Background: an optimization exercise with open tools, aiming at small area, a short achievable clock period and few clock cycles. Do not read the settings as production practice. No functional check of the RTL was part of any run shown here. Power figures rest on the tool's default switching activity, not on a simulated workload.

`design/flow/standard.sh`:
```
#!/bin/bash
# synth_recipe.tcl (not shown) runs the flow's synth.tcl, then flattens the netlist and writes it again
# the make line also repeats each setting of config.mk as NAME=value (left out here)
make -C /OpenROAD-flow-scripts/flow DESIGN_CONFIG=/design/flow/config.mk WORK_HOME=/design/flow/orfs CLKGATE_MAP_FILE= SYNTH_SCRIPT=/design/flow/synth_recipe.tcl "${@:-finish}"
```
`design/flow/config.mk`:
```
export PLATFORM = sky130hd
export DESIGN_NAME = lenet_engine
export DESIGN_NICKNAME = lenet_engine
export VERILOG_FILES = /design/flow/design.v
export SDC_FILE = /design/flow/constraint.sdc
export NUM_CORES = 4
export LEC_CHECK = 0
export ABC_CLOCK_PERIOD_IN_PS = 3000
export CAP_MARGIN = 20
export CORE_MARGIN = 2
export CORE_UTILIZATION = 40
export CTS_CLUSTER_DIAMETER = 100
export CTS_CLUSTER_SIZE = 24
export SLEW_MARGIN = 20
```
`design/flow/flow/run.sh`:
```
#!/bin/bash
set -euo pipefail
bash standard.sh SETUP_SLACK_MARGIN=6.8 finish > flow_make.log 2>&1
```
`design/flow/constraint.sdc`:
```
create_clock -name core_clock -period 10.0 [get_ports {clk}]
set_input_delay 2.0000 -clock core_clock [delete_from_list [all_inputs] [get_ports {clk}]]
set_output_delay 2.0000 -clock core_clock [all_outputs]
set_load 0.01 [all_outputs]
```
`design/flow/design.v`:
```
module lenet_engine (
    input  wire        clk,
    input  wire        rst,         
    input  wire        start,
    input  wire [3:0]  op,
    output wire        busy,
    output reg         done,
    output reg         act_re,
    output reg  [14:0] act_raddr,
    input  wire [15:0] act_rdata,
    output reg         act_we,
    output reg  [14:0] act_waddr,
    output reg  [15:0] act_wdata,
    output reg         wt_re,
    output reg  [18:0] wt_raddr,
    input  wire [15:0] wt_rdata
);
    localparam [14:0] IMG_BASE   = 15'd0;
    localparam [14:0] C1_BASE    = 15'd784;
    localparam [14:0] P1_BASE    = 15'd12304;
    localparam [14:0] C2_BASE    = 15'd15184;
    localparam [14:0] P2_BASE    = 15'd17744;
    localparam [14:0] H1_BASE    = 15'd18384;
    localparam [14:0] LOGIT_BASE = 15'd18784;
    localparam [18:0] WC1_BASE = 19'd0;
    localparam [18:0] BC1_BASE = 19'd500;
    localparam [18:0] WC2_BASE = 19'd520;
    localparam [18:0] BC2_BASE = 19'd20520;
    localparam [18:0] WF1_BASE = 19'd20560;
    localparam [18:0] BF1_BASE = 19'd276560;
    localparam [18:0] WF2_BASE = 19'd276960;
    localparam [18:0] BF2_BASE = 19'd280960;
    reg        busy_r;
    reg        run;           
    reg        init;          
    reg  [6:1] st;            
    reg        fwd;           
    assign busy = busy_r;
    wire s_conv = st[1] | st[3];
    wire s_pool = st[2] | st[4];
    wire s_fc   = st[5] | st[6];
    reg [2:0] kx, ky;         
    reg [9:0] z;              
    reg [4:0] ox, oy;         
    reg [8:0] k;              
    reg       k_end;          
    reg [18:0] wsave;         
    reg i_bias;               
    reg i_first;              
    wire [14:0] in_base = ({15{st[1]}} & IMG_BASE) | ({15{st[2]}} & C1_BASE) |
                          ({15{st[3]}} & P1_BASE)  | ({15{st[4]}} & C2_BASE) |
                          ({15{st[5]}} & P2_BASE)  | ({15{st[6]}} & H1_BASE);
    wire [18:0] w_base  = ({19{st[1]}} & WC1_BASE) | ({19{st[3]}} & WC2_BASE) |
                          ({19{st[5]}} & WF1_BASE) | ({19{st[6]}} & WF2_BASE);
    wire [18:0] b_base  = ({19{st[1]}} & BC1_BASE) | ({19{st[3]}} & BC2_BASE) |
                          ({19{st[5]}} & BF1_BASE) | ({19{st[6]}} & BF2_BASE);
    wire [18:0] b_base1 = ({19{st[1]}} & (BC1_BASE + 19'd1)) | ({19{st[3]}} & (BC2_BASE + 19'd1)) |
                          ({19{st[5]}} & (BF1_BASE + 19'd1)) | ({19{st[6]}} & (BF2_BASE + 19'd1));
    wire [2:0]  kx0 = s_pool ? 3'd3 : 3'd4;
    wire [9:0]  z0  = ({10{st[3]}} & 10'd19) | ({10{st[5]}} & 10'd639) | ({10{st[6]}} & 10'd399);
    wire [4:0]  o0  = ({5{st[1]}} & 5'd23) | ({5{st[2]}} & 5'd11) |
                      ({5{st[3]}} & 5'd7)  | ({5{st[4]}} & 5'd3);
    wire [8:0]  k_last = ({9{st[1] | st[2]}} & 9'd19) | ({9{st[3] | st[4]}} & 9'd39) |
                         ({9{st[5]}} & 9'd399) | ({9{st[6]}} & 9'd9);
    wire kx0_z   = (kx == 3'd0);
    wire ky0_z   = (ky == 3'd0);
    wire z0_z    = (z == 10'd0);
    wire mac_end = z0_z & (s_fc | (kx0_z & ky0_z));
    wire ox_end  = (ox == 5'd0);
    wire oy_end  = (oy == 5'd0);
    wire plane_end = ox_end & oy_end;
    wire out_end = k_end & (s_fc | plane_end);
    wire chan_next = s_fc | plane_end;               
    reg [14:0] a_step;
    always @(*) begin
        a_step = 15'd1;
        if (s_pool) begin
            if (kx == 3'd2) a_step = st[2] ? 15'd23 : 15'd7;          
        end else if (s_conv && kx0_z) begin
            if (!ky0_z)     a_step = st[1] ? 15'd24 : 15'd8;          
            else            a_step = 15'd92;                          
        end
    end
    reg [14:0] o_step;
    always @(*) begin
        if (!ox_end)
            o_step = st[1] ? -15'd115 : st[3] ? -15'd2787 : st[2] ? -15'd23 : -15'd7;
        else
            o_step = st[1] ? -15'd111 : st[3] ? -15'd2783 : 15'd1;
    end
    wire o_load = s_fc | (s_conv & plane_end);      
    wire stage_last = !fwd | st[6];
    wire start_ok = start && !busy_r;
    wire op_run   = (op == 4'd15) || (op >= 4'd1 && op <= 4'd6);
    wire out_step = run & (s_pool ? kx0_z : (!i_bias & mac_end));
    always @(posedge clk) begin
        if (rst) begin
            busy_r <= 1'b0;
            run    <= 1'b0;
            init   <= 1'b0;
            act_re <= 1'b0;
            wt_re  <= 1'b0;
            i_bias <= 1'b0;
        end else begin
            if (start_ok) begin
                busy_r <= 1'b1;
                fwd    <= (op == 4'd15);
                st     <= (op == 4'd15) ? 6'b000001 : (6'b000001 << (op[2:0] - 3'd1));
                init   <= op_run;
            end
            if (w_end)
                busy_r <= 1'b0;
            if (init) begin
                init <= 1'b0;
                run  <= 1'b1;
                act_raddr <= in_base;
                wt_raddr  <= b_base;
                wsave     <= w_base;
                i_bias    <= !s_pool;
                act_re    <= s_pool;
                wt_re     <= !s_pool;
            end else if (run) begin
                if (i_bias) begin
                    i_bias   <= 1'b0;
                    act_re   <= 1'b1;
                    wt_raddr <= wsave;
                end else if (!s_pool && !mac_end) begin
                    act_raddr <= act_raddr + a_step;
                    wt_raddr  <= wt_raddr + 19'd1;
                end else if (s_pool && !kx0_z) begin
                    act_raddr <= act_raddr + a_step;
                end else if (!out_end) begin
                    act_raddr <= o_load ? in_base : act_raddr + o_step;
                    if (chan_next && !s_pool) begin
                        i_bias   <= 1'b1;
                        act_re   <= 1'b0;
                        wt_raddr <= b_base1 + {10'd0, k};
                        wsave    <= wt_raddr + 19'd1;
                    end else
                        wt_raddr <= wsave;
                end else begin
                    act_re <= 1'b0;
                    wt_re  <= 1'b0;
                    run    <= 1'b0;
                    if (!stage_last) begin
                        st   <= st << 1;
                        init <= 1'b1;
                    end
                end
            end
        end
    end
    always @(posedge clk) begin
        if (init) begin
            kx <= kx0; ky <= 3'd4; z <= z0; ox <= o0; oy <= o0; k <= 9'd0;
            k_end <= 1'b0;
            i_first <= 1'b1;
        end else if (run) begin
            if (out_step) begin
                kx <= kx0; ky <= 3'd4; z <= z0;
                i_first <= 1'b1;
                if (chan_next) begin
                    ox <= o0; oy <= o0; k <= k + 9'd1;
                    k_end <= (k + 9'd1 == k_last);
                end else if (ox_end) begin
                    ox <= o0; oy <= oy - 5'd1;
                end else
                    ox <= ox - 5'd1;
            end else if (!i_bias) begin
                i_first <= 1'b0;
                if (s_fc) begin
                    z <= z - 10'd1;
                end else if (!kx0_z || s_pool) begin
                    kx <= kx - 3'd1;
                end else begin
                    kx <= 3'd4;
                    if (!ky0_z)
                        ky <= ky - 3'd1;
                    else begin
                        ky <= 3'd4;
                        z  <= z - 10'd1;
                    end
                end
            end
        end
    end
    reg d_end, r_end, m_end, a_end, w_end;
    reg d_bias, d_pool, d_first, d_last, d_relu;
    reg r_first, r_last, r_relu, r_pool;
    reg m_first, m_last, m_relu;
    reg fin, fin_relu;
    reg signed [15:0] a_r;
    reg [7:0] bd_one, bd_two, bd_neg;        
    reg [31:0] s_r, c_r;
    reg [31:0] acc;
    reg signed [15:0] pm;                    
    reg fin_pool;
    wire cmd_end = (out_step && out_end && stage_last) || (start_ok && !op_run);
    wire fin_nx  = m_last || (r_last && r_pool);
    always @(posedge clk) begin
        if (rst) begin
            d_end <= 1'b0; r_end <= 1'b0; m_end <= 1'b0; a_end <= 1'b0; w_end <= 1'b0;
            done  <= 1'b0;
            d_last <= 1'b0; r_last <= 1'b0; m_last <= 1'b0;
            d_pool <= 1'b0; r_pool <= 1'b0;
            fin    <= 1'b0;
            act_we <= 1'b0;
        end else begin
            d_end <= cmd_end;
            r_end <= d_end;
            m_end <= r_end;
            a_end <= m_end;
            w_end <= a_end;
            done  <= w_end;
            d_last <= out_step;
            d_pool <= run && s_pool;
            r_last <= d_last;
            r_pool <= d_pool;
            m_last <= r_last && !r_pool;
            fin    <= fin_nx;
            act_we <= fin;
        end
    end
    wire [16:0] wx = {wt_rdata, 1'b0};
    reg  [7:0] bo, bt, bn;
    integer j;
    always @(*) begin
        for (j = 0; j < 8; j = j + 1) begin
            bo[j] = wx[2*j] ^ wx[2*j+1];
            bt[j] = (wx[2*j+2] ^ wx[2*j+1]) & ~(wx[2*j] ^ wx[2*j+1]);
            bn[j] = wx[2*j+2] & ~(wx[2*j+1] & wx[2*j]);
        end
    end
    reg [31:0] row [0:8];
    reg [16:0] sel;
    integer i2;
    always @(*) begin
        row[8] = 32'hAAAB0000;              
        for (i2 = 0; i2 < 8; i2 = i2 + 1) begin
            sel = bd_one[i2] ? {a_r[15], a_r} : (bd_two[i2] ? {a_r, 1'b0} : 17'd0);
            if (bd_neg[i2]) sel = ~sel;
            row[i2] = {15'd0, ~sel[16], sel[15:0]} << (2*i2);
            row[8]  = row[8] | ({31'd0, bd_neg[i2]} << (2*i2));
        end
    end
    function [63:0] csa;                    
        input [31:0] x, y, w;
        csa = {((x & y) | (x & w) | (y & w)) << 1, x ^ y ^ w};
    endfunction
    wire [63:0] l1a = csa(row[0], row[1], row[2]);
    wire [63:0] l1b = csa(row[3], row[4], row[5]);
    wire [63:0] l1c = csa(row[6], row[7], row[8]);
    wire [63:0] l2a = csa(l1a[31:0], l1a[63:32], l1b[31:0]);
    wire [63:0] l2b = csa(l1b[63:32], l1c[31:0], l1c[63:32]);
    wire [63:0] l3a = csa(l2a[31:0], l2a[63:32], l2b[31:0]);
    wire [63:0] l4a = csa(l3a[31:0], l3a[63:32], l2b[63:32]);
    wire [31:0] acc_in = m_first ? {{8{pm[15]}}, pm, 8'd0} : acc;
    wire [63:0] l5a = csa(acc_in, s_r, c_r);
    wire [31:0] acc_sum = l5a[31:0] + l5a[63:32];
    always @(posedge clk) begin
        d_bias  <= run && i_bias;
        d_first <= i_first && !i_bias;
        d_relu  <= !s_pool && !st[6];
        a_r <= $signed(act_rdata);
        bd_one <= bo; bd_two <= bt; bd_neg <= bn;
        r_first <= d_first; r_relu <= d_relu;
        s_r <= l4a[31:0];
        c_r <= l4a[63:32];
        m_first <= r_first; m_relu <= r_relu;
        acc <= acc_sum;
        if (d_bias)
            pm <= $signed(wt_rdata);
        else if (r_pool && (r_first || (a_r > pm)))
            pm <= a_r;
        fin_relu <= m_relu;
        fin_pool <= r_pool;
        if (start_ok)
            act_waddr <= (op == 4'd15) ? (C1_BASE - 15'd1) :
                         ({15{op[2:0] == 3'd1}} & (C1_BASE - 15'd1)) |
                         ({15{op[2:0] == 3'd2}} & (P1_BASE - 15'd1)) |
                         ({15{op[2:0] == 3'd3}} & (C2_BASE - 15'd1)) |
                         ({15{op[2:0] == 3'd4}} & (P2_BASE - 15'd1)) |
                         ({15{op[2:0] == 3'd5}} & (H1_BASE - 15'd1)) |
                         ({15{op[2:0] == 3'd6}} & (LOGIT_BASE - 15'd1));
        else if (fin)
            act_waddr <= act_waddr + 15'd1;
        act_wdata <= fin_pool ? pm : (fin_relu && acc[31]) ? 16'd0 : acc[23:8];
    end
endmodule
```
==> metrics.md, run 1 <==
| Metric | Value |
|---|---|
| Hold path endpoint | `m_relu$_DFF_P_` |
| IO Count | `~110` |
| Initial antenna violation count | `0` |
| WL final | `64700 um` |
| Worst reg-to-reg path cell count | `12` |
| Maximum VDD drop | `0.000295 V` |
| Post-DP HPWL | `~42000 um` |
| Number of max-cap violations | `0` |
| CTS sink cnt | `304` |
| Clock Path Buffers | `3` |
| FF-to-FF End | `wt_raddr[8]$_DFFE_PP_` |
| Slew Viols, Final | `0` |
| Slowest CP cell | `edfxtp_1` |
| R2r setup slk | `6.67 ns` |
| CTS tree | `done` |
| Syn_area_per_cell | `9.00 sq um` |
| Largest net degree at the start of global routing | `53` |
| Critical Path RT | `10.31 ns` |
| Cell taking the most area after synthesis | `dfxtp_1` |
| Final nets | `2895` |
| Largest cells by area after synthesis | `dfxtp_1, edfxtp_1, fa_1` |
| Max Clock Freq | `~300 MHz` |
| Pre-antenna DRT Iters | `5` |
| CP cell instances | `buf_8 -> or2_4 -> or3_1 -> ha_2 -> ha_2 -> a21o_1 -> a211o_1 -> a2111oi_4 -> nor3_2 -> xnor2_1 -> o221ai_1 -> a221o_1` |
| DRT antenna net count | `0` |
| Vias per cell | `around 5.5` |
| Setup ws final | `6.67 ns` |
| Final Skew | `0.0341 ns` |
| Hold WS | `0.337 ns` |
| Die area | `55600 sq um` |
| Synth top area share | `17.7%` |
| Worst relative slew slack | `24.8%` |
| Setup Crit Path Kind | `reg -> reg` |
| Routed met3 length | `4120 um` |
| Clk pin slew, worst setup/hold paths | `approximately 0.1 ns` |
| CP startpoint kind | `flip-flop` |
| Clk latency of the worst-skew pair | `0.56 ns` |
| Synthesized Nets | `around 2700` |
| Fillers | `4876` |
| PortBufs | `108` |
| FF+latch count, synth | `304` |
| Worst hold path type | `reg -> reg` |
| Max Used Layer | `met4` |
| RePlAce Congestion | `0.868` |
| WL/cell | `19.7 um` |
| Crit path time final | `around 3.3 ns` |
| Die width | `236 um` |
| Met2 WL post-DR | `between 30000 and 40000 um` |
| Origin of the critical flop-to-flop path | `st[1]$_DFFE_PN_` |
| DP Worst Slack | `5.55 ns` |
| RSZ-0062 raised after global routing | `yes` |
| Most used cell, CP | `ha_2` |
| Hold Vio Cnt, Final | `0` |
| Synthesized cell area | `21500 sq um` |
| Final setup vio count | `0` |
| Root Buffer | `clkbuf_16` |
| First-pass GRT wire length | `between 90000 and 100000 um` |
| Power Total | `7.64 mW` |
| Post-synthesis sequential area ratio | `roughly a third` |
| Hold path depth | `0` |
| Initial core utilization | `40.7%` |
| WL met1 | `~28000 um` |
| Layout cell share with drive strength beyond 1 | `20.6%` |
| Ys async rst share | `0%` |
| Layout area overhead | `22.4%` |
| Slowest stage delay, CP | `0.43 ns` |
| Critical path peak fanout | `4` |
| CTS HTree Levels | `1` |
| Least-Margin Pin Slew | `1.13 ns` |
| Sum Neg Setup Slack | `0 ns` |
| Placeable Area | `52900 sq um` |
| Grt ovf | `0` |
| PwrDens | `290 nW/um^2` |
| Number of synthesized flops with an enable pin | `between 100 and 150` |
| Period utilization | `33.3%` |
| Vias post-DR | `18000` |
| Core Rows | `84` |
| # diodes | `0` |
| Outcome | `timing/DRC/antenna clean` |
| Die height | `236 um` |
| DRT iter0 DRCs | `around 1400` |
| CP Capture Type | `flip-flop` |
| Yosys cell types | `76` |
| WP data arrival | `~3.6 ns` |
| Total track usage | `a little over a fifth` |
| Hold wc startpoint | `r_relu$_DFF_P_` |
| Clock buffer count from CTS | `20` |
| Warnings from Yosys | `2` |
| Hold buffer count at cts | `0` |
| Leakage | `11.1 nW` |
| Predominant post-synthesis flop cell | `dfxtp_1` |
| Vias in the first global route | `17500` |
| Synthesized netlist cell count | `around 2400` |
| DR DRC count | `0` |
## worst max-delay path by stage
stage | startpoint | to | slack (ns) | cells past startpoint
CTS | st[1]$_DFFE_PN_ | wt_raddr[8]$_DFFE_PP_ | 6.63 | 12
global route | st[1]$_DFFE_PN_ | wt_raddr[8]$_DFFE_PP_ | 6.53 | 12
global placement | rst | wt_raddr[6]$_DFFE_PP_ | 5.63 | 4
floorplan | bd_two[0]$_DFF_P_ | s_r[14]$_DFF_P_ | 6.81 | 11
finish | st[1]$_DFFE_PN_ | wt_raddr[8]$_DFFE_PP_ | 6.67 | 12
detailed placement | rst | wt_raddr[1]$_SDFFCE_PP0P_ | 5.55 | 4
## synth_stat cells, drive strengths merged, types with 35 or more instances
library cell,instances
dfxtp,190
xnor2,137
fa,113
a21oi,122
o21ai,213
nand3,40
nor2,139
clkbuf,130
nor2b,35
inv,179
ha,153
edfxtp,114
nand2,352
xor2,126
## kinds of logic after synthesis
kind of cell,after synthesis,share of synthesized area [%]
compound gates,498,14.1
fa+ha+maj,266,19.4
buf+inv,327,5.78
simple gates,693,14.4
xor+xnor,263,10.7
mux,38,1.95
flops,304,33.6
## layout by cell type (no fill, tap or decap), types with 29 or more instances in the layout
cell             netlist  layout
a21oi_1              118     101
buf_2                  4      47
buf_4                  0     173
clkdlybuf4s50_1        0      34
dfxtp_1              190     149
dfxtp_4                0      33
edfxtp_1             114     114
fa_1                 113     102
ha_1                 153     134
inv_1                177     168
mux2_2                31      29
nand2_1              352     347
nand3_1               40      38
nor2_1               134     128
nor2b_1               35      34
o21ai_0              211     150
o21ai_1                0      46
xnor2_1              137     128
xor2_1               126     125
## routing by layer
| metal | global-route usage [%] | vias to the layer above |
|---|---|---|
| met4 | 4.67 | 0 |
| met3 | 2.77 | 109 |
| met5 | 0 | - |
| li1 | - | 8461 |
| met1 | 29.9 | 8747 |
| met2 | 37.1 | 666 |
## power breakdown
part	internal, mW	switching, mW	total [mW]	leakage, nW
combinational	2.25	2.62	4.87	8.16
sequential	1.62	0.176	1.80	2.65
clock	0.465	0.499	0.964	0.344
total	4.34	3.30	7.64	11.1
## critical path: cells and delay by family, from the launching register on
| kind | cells | cell delay (ns) |
|---|---|---|
| AND/OR/NAND/NOR | 3 | 0.67 |
| XOR/XNOR | 1 | 0.22 |
| adder cells (fa/ha/maj) | 2 | 0.37 |
| AO/OA/AOI/OAI | 5 | 1.28 |
| flip-flops | 1 | 0.43 |
| buffers and inverters | 1 | 0.15 |
## layout make-up
cell class                      instances  area (sq um)  share of cell area (%)
Clock buffer                           27           548                    2.08
Clock inverter                          9           166                   0.633
Inverter                              180           682                    2.59
Multi-Input combinational cell       1758         13800                    52.6
Sequential cell                       304          7360                    28.0
Tap cell                              688           861                    3.27
Timing Repair Buffer                  326          2840                    10.8
## state kept, by name (all words and copies together) (netlist names), 5 cells and up
signal / flops
a_r: 16
acc: 32
act_raddr: 15
act_waddr: 15
act_wdata: 16
bd_neg: 8
bd_one: 8
bd_two: 8
c_r: 28
k: 9
ox: 5
oy: 5
pm: 16
s_r: 32
st: 6
wsave: 19
wt_raddr: 19
z: 10
## repair_timing
item / 4_1_cts / 5_1_grt
buffers inserted: 109 / 87
gates resized for setup: 368 / 190
hold endpoints to repair: 0 / 0
cloned: 3 / 2
pin swaps: 29 / 77
setup endpoints to repair: 246 / 112
## metrics by stage
step,utilization [%],std cells,cell area (sq um)
floorplan,-,2389,21600
global placement,43.6,3055,23100
detailed placement,43.6,3055,23100
CTS,47.2,3203,24900
global route,49.8,3292,26300
finish,49.8,3292,26300
==> inputs of run 2 (changes only) <==
--- a/design/flow/config.mk
+++ b/design/flow/config.mk
@@ -8,7 +8,8 @@
 export ABC_CLOCK_PERIOD_IN_PS = 3000
 export CAP_MARGIN = 20
 export CORE_MARGIN = 2
-export CORE_UTILIZATION = 40
+export CORE_UTILIZATION = 55
 export CTS_CLUSTER_DIAMETER = 100
 export CTS_CLUSTER_SIZE = 24
+export PLACE_DENSITY = 0.7
 export SLEW_MARGIN = 20
==> run 2 against run 1 <==
Against the previous run: synthesized cell count unchanged; flip-flop and latch count unchanged; register-to-register slack got worse by 0.02 ns; die area decreased by 27%; non-clock buffer count is 12 lower; sequential share of layout area increased by 0.45 points; clock power fell by 22%; worst hold slack got worse by 0.0055 ns; sequential power barely moved; count of clock-buffer cells in the layout fell by 1; via count up 0.53%; wire length decreased by 3.5%; critical path type unchanged; largest cell class unchanged; largest power group unchanged; highest routed layer unchanged.
==> metrics.md, run 2 <==
| Metric | Value |
|---|---|
| Largest registers | `acc: 32 flops, s_r: 32 flops, c_r: 28 flops` |
| DR DRC count | `0 (unchanged)` |
| Slowest stage delay, CP | `0.48 ns (+0.05 ns)` |
| Commonest non-fill, non-tap cell in the layout | `nand2_1` |
| WL/cell | `20.2 um (+2.5%)` |
| PwrDens | `287 nW/um^2 (-1.2%)` |
| Clk latency of the worst-skew pair | `0.54 ns (-0.02 ns)` |
| DP Worst Slack | `5.67 ns (+0.127 ns)` |
| Least-Margin Pin Slew | `1.02 ns (-0.104 ns)` |
| Core Rows | `72 (-14%)` |
| Hold path endpoint | `r_relu$_DFF_P_` |
| Most used cell, CP | `ha_4` |
| Most frequent cells in the layout | `nand2_1, inv_1, buf_4, o21ai_0, dfxtp_1` |
| Die area | `40700 sq um (-27%)` |
| Root Buffer | `clkbuf_16` |
| CP startpoint kind | `flip-flop` |
| CTS sink cnt | `304 (unchanged)` |
| Clock buffer count from CTS | `16 (-20%)` |
| Hold WS | `0.332 ns (-0.00548 ns)` |
| Layout cell share with drive strength beyond 1 | `20.0% (-0.61 points)` |
| Delay-heaviest family, CP | `compound AO/OA/AOI/OAI gates` |
| Initial core utilization | `55.6% (+15 points)` |
| Maximum VDD drop | `0.000204 V (-31%)` |
| Internal | `4.18 mW (-3.6%)` |
| Final design utilization | `66.9% (+17 points)` |
| Hold path depth | `0 (unchanged)` |
| RSZ-0062 raised after global routing | `yes` |
| Fillers | `3082 (-37%)` |
| Largest cells by area after synthesis | `dfxtp_1, edfxtp_1, fa_1` |
| Largest net degree at the start of global routing | `48 (-9.4%)` |
| Die height | `202 um (-14%)` |
| Dpl cell area | `22900 sq um (-0.74%)` |
| Logic gate share of total power | `65.3% (+1.5 points)` |
| Number of max-cap violations | `0 (unchanged)` |
| Final Skew | `0.0231 ns (-0.0110 ns)` |
| Warnings from Yosys | `2 (unchanged)` |
| Vias in the first global route | `17700 (+1.1%)` |
| Final setup vio count | `0 (unchanged)` |
| DRT antenna net count | `0 (unchanged)` |
| Net Sw Power | `3.23 mW (-1.9%)` |
| Placeable Area | `38600 sq um (-27%)` |
| Sequential share of power | `24.6% (+1.1 points)` |
| Hold Vio Cnt, Final | `0 (unchanged)` |
| Hold wc startpoint | `d_relu$_DFF_P_` |
| FF+latch count, synth | `304 (unchanged)` |
| DRT iter0 DRCs | `1499 (+4.5%)` |
| Synth top area share | `17.7% (unchanged)` |
| Top cells by count, synth | `nand2_1, o21ai_0, dfxtp_1, inv_1, ha_1` |
| CP Capture Type | `flip-flop` |
| First-pass GRT wire length | `93700 um (-4.3%)` |
| Setup ws final | `6.65 ns (-0.0240 ns)` |
| Origin of the critical flop-to-flop path | `st[1]$_DFFE_PN_` |
| Yosys cell types | `76 (unchanged)` |
| Leakage | `11.0 nW (-1.4%)` |
| Worst reg-to-reg path cell count | `12 (unchanged)` |
| Period utilization | `33.5% (+0.24 points)` |
| Slew Viols, Final | `0 (unchanged)` |
| Critical Path RT | `10.29 ns (-0.02 ns)` |
| Grt ovf | `0 (unchanged)` |
| Worst hold path type | `reg -> reg` |
| Initial antenna violation count | `0 (unchanged)` |
| RePlAce Congestion | `0.892 (+2.8%)` |
| WL final | `62500 um (-3.5%)` |
| IO Count | `109 (unchanged)` |
| Pre-antenna DRT Iters | `6 (+1)` |
| Syn_area_per_cell | `9.00 sq um (unchanged)` |
| Dpl cells | `2891 (-5.4%)` |
| Final nets | `2879 (-0.55%)` |
| CTS HTree Levels | `1 (unchanged)` |
| CP cell instances | `buf_6 -> or2_4 -> or3_4 -> ha_4 -> ha_4 -> a21o_1 -> a211o_1 -> a2111oi_4 -> nor3_2 -> xnor2_1 -> o221ai_1 -> a221o_1` |
| Die width | `202 um (-14%)` |
| Hold buffer count at cts | `0 (unchanged)` |
| FF-to-FF End | `wt_raddr[8]$_DFFE_PP_` |
| Critical path peak fanout | `3 (-1)` |
| Setup Crit Path Kind | `reg -> reg` |
| Crit path time final | `3.35 ns (+0.0240 ns)` |
| Synthesized Nets | `2694 (unchanged)` |
| Synthesized netlist cell count | `2389 (unchanged)` |
| Vias per cell | `5.83 (+6.7%)` |
| Post-DP HPWL | `40800 um (-3.6%)` |
| # diodes | `0 (unchanged)` |
| Post-synthesis sequential area ratio | `33.6% (unchanged)` |
| Predominant post-synthesis flop cell | `dfxtp_1` |
| Power Total | `7.41 mW (-2.9%)` |
| Ys async rst share | `0% (unchanged)` |
| Sum Neg Setup Slack | `0 ns (unchanged)` |
| Count leader, synth | `nand2_1` |
| Slowest CP cell | `edfxtp_1` |
| Crit path buffers/inverters | `1 (unchanged)` |
| WP data arrival | `3.64 ns (about the same)` |
| Max Clock Freq | `298 MHz (-0.72%)` |
| Vias post-DR | `18100 (+0.53%)` |
| Sw Share | `43.6% (+0.43 points)` |
| Clock network power share | `10.1% (-2.5 points)` |
| CTS tree | `done` |
| Worst relative slew slack | `31.8% (+7.0 points)` |
| Finished Layout Cells | `3101 (-5.8%)` |
| Clk pin slew, worst setup/hold paths | `0.10 ns (about the same)` |
| R2r setup slk | `6.65 ns (-0.02 ns)` |
| PortBufs | `108 (unchanged)` |
| Total track usage | `28.8% (+6.9 points)` |
| Layout area overhead | `20.3%` |
| Crit. path cell count | `12 (unchanged)` |
| Cell taking the most area after synthesis | `dfxtp_1` |
| Number of synthesized flops with an enable pin | `114 (unchanged)` |
| Synthesized cell area | `21500 sq um (unchanged)` |
| Clock Path Buffers | `3 (unchanged)` |
| Outcome | `timing/DRC/antenna clean` |
| Finished Cell Area | `25900 sq um (-1.7%)` |
-- run 2: cells by family after synthesis --
family / synth area share [%]
simple gates: 14.4
mux: 1.95
compound gates: 14.1
flops: 33.6
buf+inv: 5.78
xor+xnor: 10.7
fa+ha+maj: 19.4
-- run 2: per-layer routing --
| layer | up-vias | track usage [%] | wire, um |
|---|---|---|---|
| met5 | - | 0 | 0 |
| met4 | 0 | 9.09 | 2210 |
| met3 | 142 | 3.92 | 4860 |
| met2 | 788 | 49.1 | 29700 |
| met1 | 8747 | 38.0 | 25800 |
| li1 | 8401 | - | - |
-- run 2: worst reg2reg max path: cells and delay by family, from the launching register on --
kind                     cells  cell delay (ns)
flip-flops                   1             0.48
buffers and inverters        1             0.17
AND/OR/NAND/NOR              3             0.66
AO/OA/AOI/OAI                5             1.28
XOR/XNOR                     1             0.19
adder cells (fa/ha/maj)      2             0.33
-- run 2: area by class of cell --
class                           instances  area (sq um)  share of cell area [%]
Multi-Input combinational cell       1758         13900                    53.8
Sequential cell                       304          7350                    28.4
Timing Repair Buffer                  314          2790                    10.8
Inverter                              180           684                    2.65
Tap cell                              518           648                    2.51
Clock buffer                           26           459                    1.78
Clock inverter                          1          8.76                  0.0339
-- run 2: power groups by stage --
stage               registers, mW  clock network [mW]  logic, mW
floorplan                    1.77                   0       2.80
global placement             1.87                   0       3.57
detailed placement           1.87                   0       3.64
CTS                          1.83               0.758       4.12
global route                 1.84               0.796       5.32
finish                       1.82               0.752       4.84
-- run 2: how the worst max path moves through the flow --
stage | start | endpoint
finish | st[1]$_DFFE_PN_ | wt_raddr[8]$_DFFE_PP_
global route | st[1]$_DFFE_PN_ | wt_raddr[8]$_DFFE_PP_
CTS | st[1]$_DFFE_PN_ | act_raddr[8]$_DFFE_PP_
detailed placement | rst | wt_raddr[17]$_SDFFCE_PP0P_
global placement | rst | wt_raddr[16]$_SDFFCE_PP0P_
floorplan | bd_two[0]$_DFF_P_ | s_r[14]$_DFF_P_
-- run 2: timing repair --
item,4_1_cts,5_1_grt
gates cloned,2,2
resized for setup,352,184
setup endpoints to repair,226,112
pin swaps,22,72
setup buffers,83,96
==> inputs of run 3 (changes only) <==
--- a/design/flow/design.v
+++ b/design/flow/design.v
@@ -237,8 +237,8 @@
     always @(*) begin
         row[8] = 32'hAAAB0000;              
         for (i2 = 0; i2 < 8; i2 = i2 + 1) begin
-            sel = bd_one[i2] ? {a_r[15], a_r} : (bd_two[i2] ? {a_r, 1'b0} : 17'd0);
-            if (bd_neg[i2]) sel = ~sel;
+            sel = (({17{bd_one[i2]}} & {a_r[15], a_r}) | ({17{bd_two[i2]}} & {a_r, 1'b0})) ^
+                  {17{bd_neg[i2]}};
             row[i2] = {15'd0, ~sel[16], sel[15:0]} << (2*i2);
             row[8]  = row[8] | ({31'd0, bd_neg[i2]} << (2*i2));
         end
--- a/design/flow/config.mk
+++ b/design/flow/config.mk
@@ -8,8 +8,7 @@
 export ABC_CLOCK_PERIOD_IN_PS = 3000
 export CAP_MARGIN = 20
 export CORE_MARGIN = 2
-export CORE_UTILIZATION = 55
+export CORE_UTILIZATION = 40
 export CTS_CLUSTER_DIAMETER = 100
 export CTS_CLUSTER_SIZE = 24
-export PLACE_DENSITY = 0.7
 export SLEW_MARGIN = 20
==> run 3 against run 2 <==
Against the previous run: cell area down 2.7%; utilization down 18 points; combinational power down 5.8%; wire length down 4.6%; final cell count down 3.4%; first-iteration DRC count down 25%; worst setup slack worse by 0.15 ns; flip-flop and latch count unchanged; clock skew up 0.017 ns; critical path depth up 3; maximum frequency down 4.1%; highest routed layer unchanged.
==> metrics.md, run 3 <==
| Metric | Value |
|---|---|
| CTS sink cnt | `304 (unchanged)` |
| CTS tree | `done` |
| Number of max-cap violations | `0 (unchanged)` |
| Syn_area_per_cell | `9.79 sq um (+8.8%)` |
| RSZ-0062 raised after global routing | `yes` |
| Most frequent cells in the layout | `inv_1, buf_4, xnor2_1, dfxtp_1, nor2_1` |
| Internal | `4.21 mW (+0.68%)` |
| Initial core utilization | `40.3% (-15 points)` |
| CP Capture Type | `flip-flop` |
| Post-DP HPWL | `39100 um (-4.1%)` |
| Ys async rst share | `0% (unchanged)` |
| Vias in the first global route | `16400 (-7.6%)` |
| Core Rows | `83 (+15%)` |
| Count leader, synth | `dfxtp_1` |
| Vias post-DR | `16500 (-8.5%)` |
| Slew Viols, Final | `0 (unchanged)` |
| FF+latch count, synth | `304 (unchanged)` |
| Clk pin slew, worst setup/hold paths | `0.10 ns (about the same)` |
| DRT iter0 DRCs | `1122 (-25%)` |
| DR DRC count | `0 (unchanged)` |
| Worst relative slew slack | `31.8% (-0.041 points)` |
| DP Worst Slack | `6.01 ns (+0.339 ns)` |
| Multi-input gate area | `13300 sq um (-4.8%)` |
| Outcome | `timing/DRC/antenna clean` |
| Commonest non-fill, non-tap cell in the layout | `inv_1` |
| DRT antenna net count | `0 (unchanged)` |
| Sequential share of power | `25.2% (+0.6 points)` |
| Clock Path Buffers | `3 (unchanged)` |
| Die height | `231 um (+15%)` |
| First-pass GRT wire length | `91000 um (-2.9%)` |
| WL final | `59600 um (-4.6%)` |
| Final setup vio count | `0 (unchanged)` |
| Logic gate share of total power | `63.1% (-2.2 points)` |
| Setup Crit Path Kind | `reg -> reg` |
| Grt ovf | `0 (unchanged)` |
| Root Buffer | `clkbuf_16` |
| Initial antenna violation count | `0 (unchanged)` |
| Net Sw Power | `3.02 mW (-6.6%)` |
| Critical Path RT | `10.26 ns (-0.03 ns)` |
| Yosys cell types | `72 (-5.3%)` |
| Max Clock Freq | `286 MHz (-4.1%)` |
| CP startpoint kind | `flip-flop` |
| Critical path peak fanout | `6 (+3)` |
| Hold buffer count at cts | `0 (unchanged)` |
| Placeable Area | `51200 sq um (+32%)` |
| # diodes | `0 (unchanged)` |
| Final Skew | `0.0400 ns (+0.0168 ns)` |
| Period utilization | `35.0% (+1.5 points)` |
| Largest registers | `acc: 32 flops, s_r: 32 flops, c_r: 28 flops` |
| Top cells by count, synth | `dfxtp_1, inv_1, xnor2_1, ha_1, nor2_1` |
| Synthesized Nets | `2414 (-10%)` |
| Crit path time final | `3.50 ns (+0.145 ns)` |
| WP data arrival | `3.76 ns (+0.12 ns)` |
| Warnings from Yosys | `2 (unchanged)` |
| Synth top area share | `18.4% (+0.73 points)` |
| Largest cells by area after synthesis | `dfxtp_1, edfxtp_1, fa_1` |
| Sum Neg Setup Slack | `0 ns (unchanged)` |
| Hold Vio Cnt, Final | `0 (unchanged)` |
| Largest net degree at the start of global routing | `67 (+40%)` |
| Setup ws final | `6.50 ns (-0.145 ns)` |
| Number of synthesized flops with an enable pin | `114 (unchanged)` |
| Fillers | `4663 (+51%)` |
| Total track usage | `21.4% (-7.4 points)` |
| Register area | `7350 sq um (about the same)` |
| Predominant post-synthesis flop cell | `dfxtp_1` |
| Leakage | `10.3 nW (-6.3%)` |
| Layout cell share with drive strength beyond 1 | `21.5% (+1.5 points)` |
| Layout area overhead | `21.9%` |
| CTS HTree Levels | `1 (unchanged)` |
| Clk latency of the worst-skew pair | `0.55 ns (about the same)` |
| WL/cell | `19.9 um (-1.2%)` |
| Cell taking the most area after synthesis | `dfxtp_1` |
| Sw Share | `41.8% (-1.8 points)` |
| Synthesized netlist cell count | `2109 (-12%)` |
| RePlAce Congestion | `0.866 (-3.0%)` |
| Pre-antenna DRT Iters | `5 (-1)` |
| Worst hold path type | `reg -> reg` |
| Clock network power share | `11.7% (+1.6 points)` |
| Post-synthesis sequential area ratio | `35.0% (+1.4 points)` |
| Maximum VDD drop | `0.000225 V (+10%)` |
| Die area | `53400 sq um (+31%)` |
| PortBufs | `108 (unchanged)` |
| Clock buffer count from CTS | `18 (+2)` |
| PwrDens | `287 nW/um^2 (+0.20%)` |
| Least-Margin Pin Slew | `1.02 ns (-0.00720 ns)` |
| Synthesized cell area | `20600 sq um (-4.0%)` |
| Vias per cell | `5.52 (-5.2%)` |
| Die width | `231 um (+15%)` |
| Final nets | `2608 (-9.4%)` |
| IO Count | `109 (unchanged)` |
[run 3: per-layer routing]
layer	global-route usage (%)	routed length, um	up-vias
met3	3.04	3460	112
met1	27.7	24900	8235
met4	6.75	1900	0
met5	0	0	-
met2	37.0	29300	485
li1	-	-	7712
[run 3: final timing paths]
kind / from / endpoint / slack [ns] / cells past startpoint
max: ox[0]$_DFFE_PP_ / act_raddr[13]$_DFFE_PP_ / 6.50 / 15
min: d_first$_DFF_P_ / r_first$_DFF_P_ / 0.33 / 0
max reg2reg: ox[0]$_DFFE_PP_ / act_raddr[13]$_DFFE_PP_ / 6.50 / 15
min reg2reg: d_first$_DFF_P_ / r_first$_DFF_P_ / 0.33 / 0
[run 3: worst max-delay path: stages (launching register included)]
cell and delay, ns:
edfxtp_1 0.42, inv_2 0.10, ha_4 0.12, nor4b_4 0.25, buf_4 0.21, nor3_1 0.06
a21o_1 0.20, ha_4 0.17, and2_4 0.16, o21a_1 0.18, or4_4 0.43, o22ai_4 0.20
o21ai_2 0.09, a311oi_2 0.33, xor2_1 0.22, a221oi_2 0.08
[run 3: power groups by stage]
stage                     clock (mW)  combinational [mW]  sequential, mW
after CTS                      0.857                4.01            1.83
after global placement             0                3.30            1.86
after detailed placement           0                3.38            1.87
after floorplan                    0                2.61            1.78
final                          0.843                4.56            1.82
after global routing           0.900                5.06            1.85
[run 3: final cells by class]
type	count	area share [%]
Clock buffer	27	2.05
Inverter	180	2.70
Clock inverter	5	0.239
Multi-Input combinational cell	1500	52.7
Sequential cell	304	29.2
Tap cell	680	3.38
Timing Repair Buffer	299	9.75
[run 3: logic make-up after synthesis]
kind of cell,share of synthesized area [%]
buffers and inverters,5.59
multiplexers,1.78
adder cells (fa/ha/maj),20.2
AO/OA/AOI/OAI,15.9
flip-flops,35.0
XOR/XNOR,11.1
AND/OR/NAND/NOR,10.4
[run 3: stage by stage]
step / hold WS, ns / cell area [sq um] / util [%] / total power [mW] / std cells
5_1_grt: 0.350 / 25200 / 49.2 / 7.81 / 2995
3_5_place_dp: 0.315 / 22300 / 43.6 / 5.24 / 2797
3_3_place_gp: 0.315 / 22300 / 43.6 / 5.16 / 2797
6_report: 0.333 / 25200 / 49.2 / 7.23 / 2995
4_1_cts: 0.341 / 24100 / 47.0 / 6.70 / 2926
2_1_floorplan: 0.310 / 20800 / - / 4.39 / 2109
[run 3: what timing repair did]
item                       CTS  global route
gates cloned                 2             0
buffers inserted            95            69
pin swaps                   43            69
setup endpoints to repair  241            67
gates resized for setup    388           130

## afterwards: timing with drivers on the ports
No port has a modelled driver above. Below, the same layouts with a new extraction and two added sets of constraints.
Step 1: set_driving_cell puts a clkbuf_16 on clk and a buf_2 on each other input, an assumption about the parent block.
Step 2 moves the port delays by t, midway between the first and last clock arrival at a register: inputs arrive t later, outputs are due t later. That takes back most of the time a late clock gives input paths.
Slacks: ideal ports / drivers / drivers and shift; pairs: ideal ports / drivers.
run | t, ns | slack for setup (ns) | hold WS [ns]
run 1 | 0.598 | 6.671 / 6.671 / 6.351 | 0.337 / 0.337 / 0.337
run 2 | 0.583 | 6.647 / 6.647 / 6.399 | 0.332 / 0.332 / 0.332
run 3 | 0.583 | 6.502 / 6.502 / 6.400 | 0.333 / 0.333 / 0.333
After both steps setup and hold are still met in every run listed. For run 1, which loses most, drivers alone change the setup slack by 0.000 ns; drivers and shift together by -0.320 ns.
